Background: an optimization exercise with open tools, aiming at small area, a short achievable clock period and few clock cycles per item. Do not read the settings as production practice. RTL that was checked went through simulation tests only; none was proved equivalent to the original. No activity file was given, so power comes from the tool's default toggle rates.

Setup of ember:
Design bm_select, start of the top module:
module bm_select (
    input  wire        clk,
    input  wire        rst,
    input  wire [11:0] cfg_dmin,
    input  wire [31:0] cfg_tex,
    input  wire [31:0] cfg_uniq,
    input  wire        cfg_sp,
    input  wire        s_valid,
    output wire        s_ready,
    input  wire [32:0] s_cost,
    input  wire        s_eval,
    input  wire        s_last,
    input  wire [32:0] s_text,
    output wire        m_valid,
    input  wire        m_ready,
    output wire [15:0] m_disp
);
    reg  [32:0] c_r;         
    reg         e_r, l_r, v_r;
    reg  [5:0]  k;           
    reg         pend;        
    reg         mv;
    reg         srdy;
    reg  [15:0] disp;
    reg         found;
    reg  [32:0] B;
    reg  [5:0]  p;
    reg         d2;          
    reg         hasF;
    reg  [32:0] F;
    reg         aok;
    reg  [33:0] A;           
    reg  [34:0] bS;          
    reg  [32:0] prev;
    reg         pe;
    reg         dvo;         
    reg  [2:0]  dst;         
    reg         ds;          
    reg  [2:0]  dn;          
    reg  [4:0]  q;
    reg  [32:0] V;           
    reg         rs;          
    reg  [39:0] acc;
    reg         sat;
    reg         mact;        
    reg  [4:0]  mi;          
    reg  [1:0]  dig;         
    reg  [11:0] dmin_r;
    reg         sp_r;
    reg         t_ok;
    assign s_ready = srdy;
    assign m_valid = mv;
    assign m_disp  = disp;
    function automatic lt33(input [32:0] a, input [32:0] b);
        integer i;
        reg r;
        begin
            r = 1'b0;
            for (i = 0; i < 33; i = i + 1)
                r = (~a[i] & b[i]) | (~a[i] & r) | (b[i] & r);
            lt33 = r;
        end
    endfunction
    wire        fire = s_valid && srdy;
    wire        proc = v_r;
    wire [32:0] c    = c_r;
    wire        k0   = (k == 6'd0);
    wire        fnd  = found && !k0;
    wire        nb   = e_r && (!fnd || lt33(c, B));
    wire        isb  = fnd && !nb && !d2;
    wire        fupd = fnd && !nb && d2 && e_r && (!hasF || lt33(c, F));
    wire        a_lt_f = lt33(A[32:0], F);
    wire        dstart = isb && e_r && aok && sp_r;
    wire mdone   = !rs && !mact;
    wire ddone   = (dst == 3'd0) && !ds;
  ...
For scale: roughly 2600 cells after synthesis, about 350 flip-flops, about 170 I/O pins.
export LEC_CHECK = 0
export CAP_MARGIN = 20
export CORE_MARGIN = 2
export CORE_UTILIZATION = 40
export SLEW_MARGIN = 20
create_clock -name core_clock -period 12.0 [get_ports {clk}]
run.sh (not shown) runs the stock make flow with config.mk's settings and CLKGATE_MAP_FILE= SYNTH_SCRIPT=/design/flow/synth_recipe.tcl, a recipe that flattens the netlist after the stock synthesis.
No stage failed in ember, and the final checks on the layout all came back clean.
Testbench counts of ember, summed over its fixed seeds: cycles 53,011, pixels 1,280.
The following lists how raven was set up differently from ember:
==> flow/flow/run.sh (new file) <==
#!/bin/bash
# Standard layout, with the post-placement and post-CTS/GRT timing repair asked
# to reach a larger setup slack than the default.
set -euo pipefail
bash standard.sh SETUP_SLACK_MARGIN=8 finish > standard_flow.log 2>&1
==> flow/standard.sh (new file) <==
#!/bin/bash
# synth_recipe.tcl (not shown) runs the flow's synth.tcl, then flattens the netlist and writes it again
# the make line also repeats each setting of config.mk as NAME=value (left out here)
make -C /OpenROAD-flow-scripts/flow DESIGN_CONFIG=/design/flow/config.mk WORK_HOME=/design/flow/orfs CLKGATE_MAP_FILE= SYNTH_SCRIPT=/design/flow/synth_recipe.tcl "${@:-finish}"
removed: flow/run.sh
==> run notes <==
- Changes observed in raven relative to ember: leakage power now sits higher; sequential share of layout area went down.
- On wire length, the lower figure sits with ember, not raven.
- Against ember, raven reports a max-slew headroom at the worst pin that is higher.

---

== the reference run ==
Another version of the RTL of bm_select (not shown whole).
For scale: roughly 310 flip-flops, ~170 I/O pins.
make LEC_CHECK=0 CAP_MARGIN=20 CORE_MARGIN=2 CORE_UTILIZATION=40 SLEW_MARGIN=20 finish   # period 12.0 ns
Stock flow here: none of the scripts above is used.
The reference run completed; timing, DRC and antenna clean
Modified inputs, the trial run compared to the reference run
Settings: SETUP_SLACK_MARGIN: unset -> 5.
==> run notes <==
Final instance count without filler cells came out exactly the same in the reference run and the trial run.
Reported for the reference run and the trial run, well-tap cell count turned out identical to the last digit.
Taking the reference run as the reference, in the trial run combined area of the multi-input logic cells stayed essentially flat, H-tree level count stayed essentially flat, number of antenna violations at the first check in global routing stayed essentially flat, net count of the mapped netlist stayed essentially flat.
The trial run against the reference run: post-route worst setup slack held, iteration-0 DRC count of the detailed router held, worst-case headroom to the max-slew limit held, latest clock arrival within the worst-skew pair held.
Compared the trial run against the reference run; proportion of power drawn by the clock network within noise.
No run of this note included a check of the RTL's function; only the layout flow was run.

---

Another version of the RTL of bm_select (not shown whole).
Size in the first run: roughly 360 flip-flops, roughly 170 I/O pins, ~26000 um2 of cells after synthesis.
clock: 12.0 ns
lec_check: 0
cap_margin: 20
core_margin: 2
core_utilization: 70
cts_cluster_diameter: 90
cts_cluster_size: 24
place_density: 0.7
slew_margin: 20
standard.sh (not shown) runs the stock make flow with config.mk's settings and CLKGATE_MAP_FILE= SYNTH_SCRIPT=/design/flow/synth_recipe.tcl, a recipe that flattens the netlist after the stock synthesis.
==> flow/flow/run.sh <==
#!/bin/bash
# Standard layout, with the timing repair asked to reach a larger setup slack
# than the default, and plain buffers on the ports.
set -euo pipefail
bash standard.sh SETUP_SLACK_MARGIN=8 "BUFFER_PORTS_ARGS=-buffer_cell sky130_fd_sc_hd__buf_2" finish > standard_flow.log 2>&1
Testbench counts at the start, summed over its fixed seeds: cycles 52,880, pixels 1,280.
Next try:
Settings changed: CORE_UTILIZATION 70 to 65, CTS_CLUSTER_DIAMETER 90 to default, CTS_CLUSTER_SIZE 24 to default, PLACE_DENSITY 0.7 to default.
After rerunning: The new run finished with timing, DRC and antenna clean. Total power climbs by 16%. Setup slack improved by 0.032 ns. Non-clock buffer count is higher by 23. Die area is higher by 7.5%. Utilization fell by 3.5 points. Critical path depth is higher by 8. Area after synthesis does not change. Combinational power rose by about 3%. Synthesized cell count stays the same.
Next try:
Settings changed: CTS_CLUSTER_DIAMETER from default to 80, CTS_CLUSTER_SIZE from default to 20.
Outcome:
- The changed run finished with timing, DRC and antenna clean
- clock skew goes down by 0.0041 ns
- die area stays the same
- via count hardly moves
- critical path depth is lower by 2
- non-clock buffer count went up by 6
- combinational power stays flat
- wire length decreases by 0.56%
- fmax came out lower by 0.44%
Next try:
Settings changed: CORE_UTILIZATION 65 to 72, CTS_CLUSTER_DIAMETER 80 to 90, CTS_CLUSTER_SIZE 20 to 24, PLACE_DENSITY from default to 0.72.
Wire length went up by 3.4%.
Sequential share of layout area went up by 0.32 points.
Final area went down by 0.93%.
First-iteration DRC count went up by 23%.
Clock power went down by 19%.
Utilization went up by 7.7 points.
Worst setup slack got worse by 0.089 ns.

## afterwards: timing with drivers on the ports
In the flow no input, the clock included, has a driving cell. The finished layouts below were timed again as built, in two steps.
Step 1 sets driving cells, clkbuf_16 on the clock port and buf_2 on the other inputs (assumed; they add their load-dependent delay and slew).
Step 2 also shifts input and output timing later by t, the mid clock arrival at the registers, as if the neighbouring blocks saw the same clock.
a / b / c = no drivers / after step 1 / after step 2; a / b = the first two.
run | shift t [ns] | slack for setup (ns) | slew at the worst register clock pin (ns)
ember | 0.633 | 6.159 / 6.159 / 6.159 | 0.06 / 0.06
raven | 0.643 | 7.524 / 7.524 / 7.365 | 0.07 / 0.07
the reference run | 0.615 | 5.430 / 5.430 / 4.943 | 0.07 / 0.07
the trial run | 0.615 | 5.430 / 5.430 / 4.943 | 0.07 / 0.07
the first run of note 3 | 0.603 | 8.012 / 8.012 / 7.785 | 0.11 / 0.11
the second run of note 3 | 0.609 | 8.044 / 8.042 / 7.792 | 0.07 / 0.07
the third run of note 3 | 0.612 | 8.026 / 8.026 / 7.798 | 0.09 / 0.09
the fourth run of note 3 | 0.587 | 7.937 / 7.937 / 7.732 | 0.11 / 0.11
After both steps every run listed still meets setup and hold.
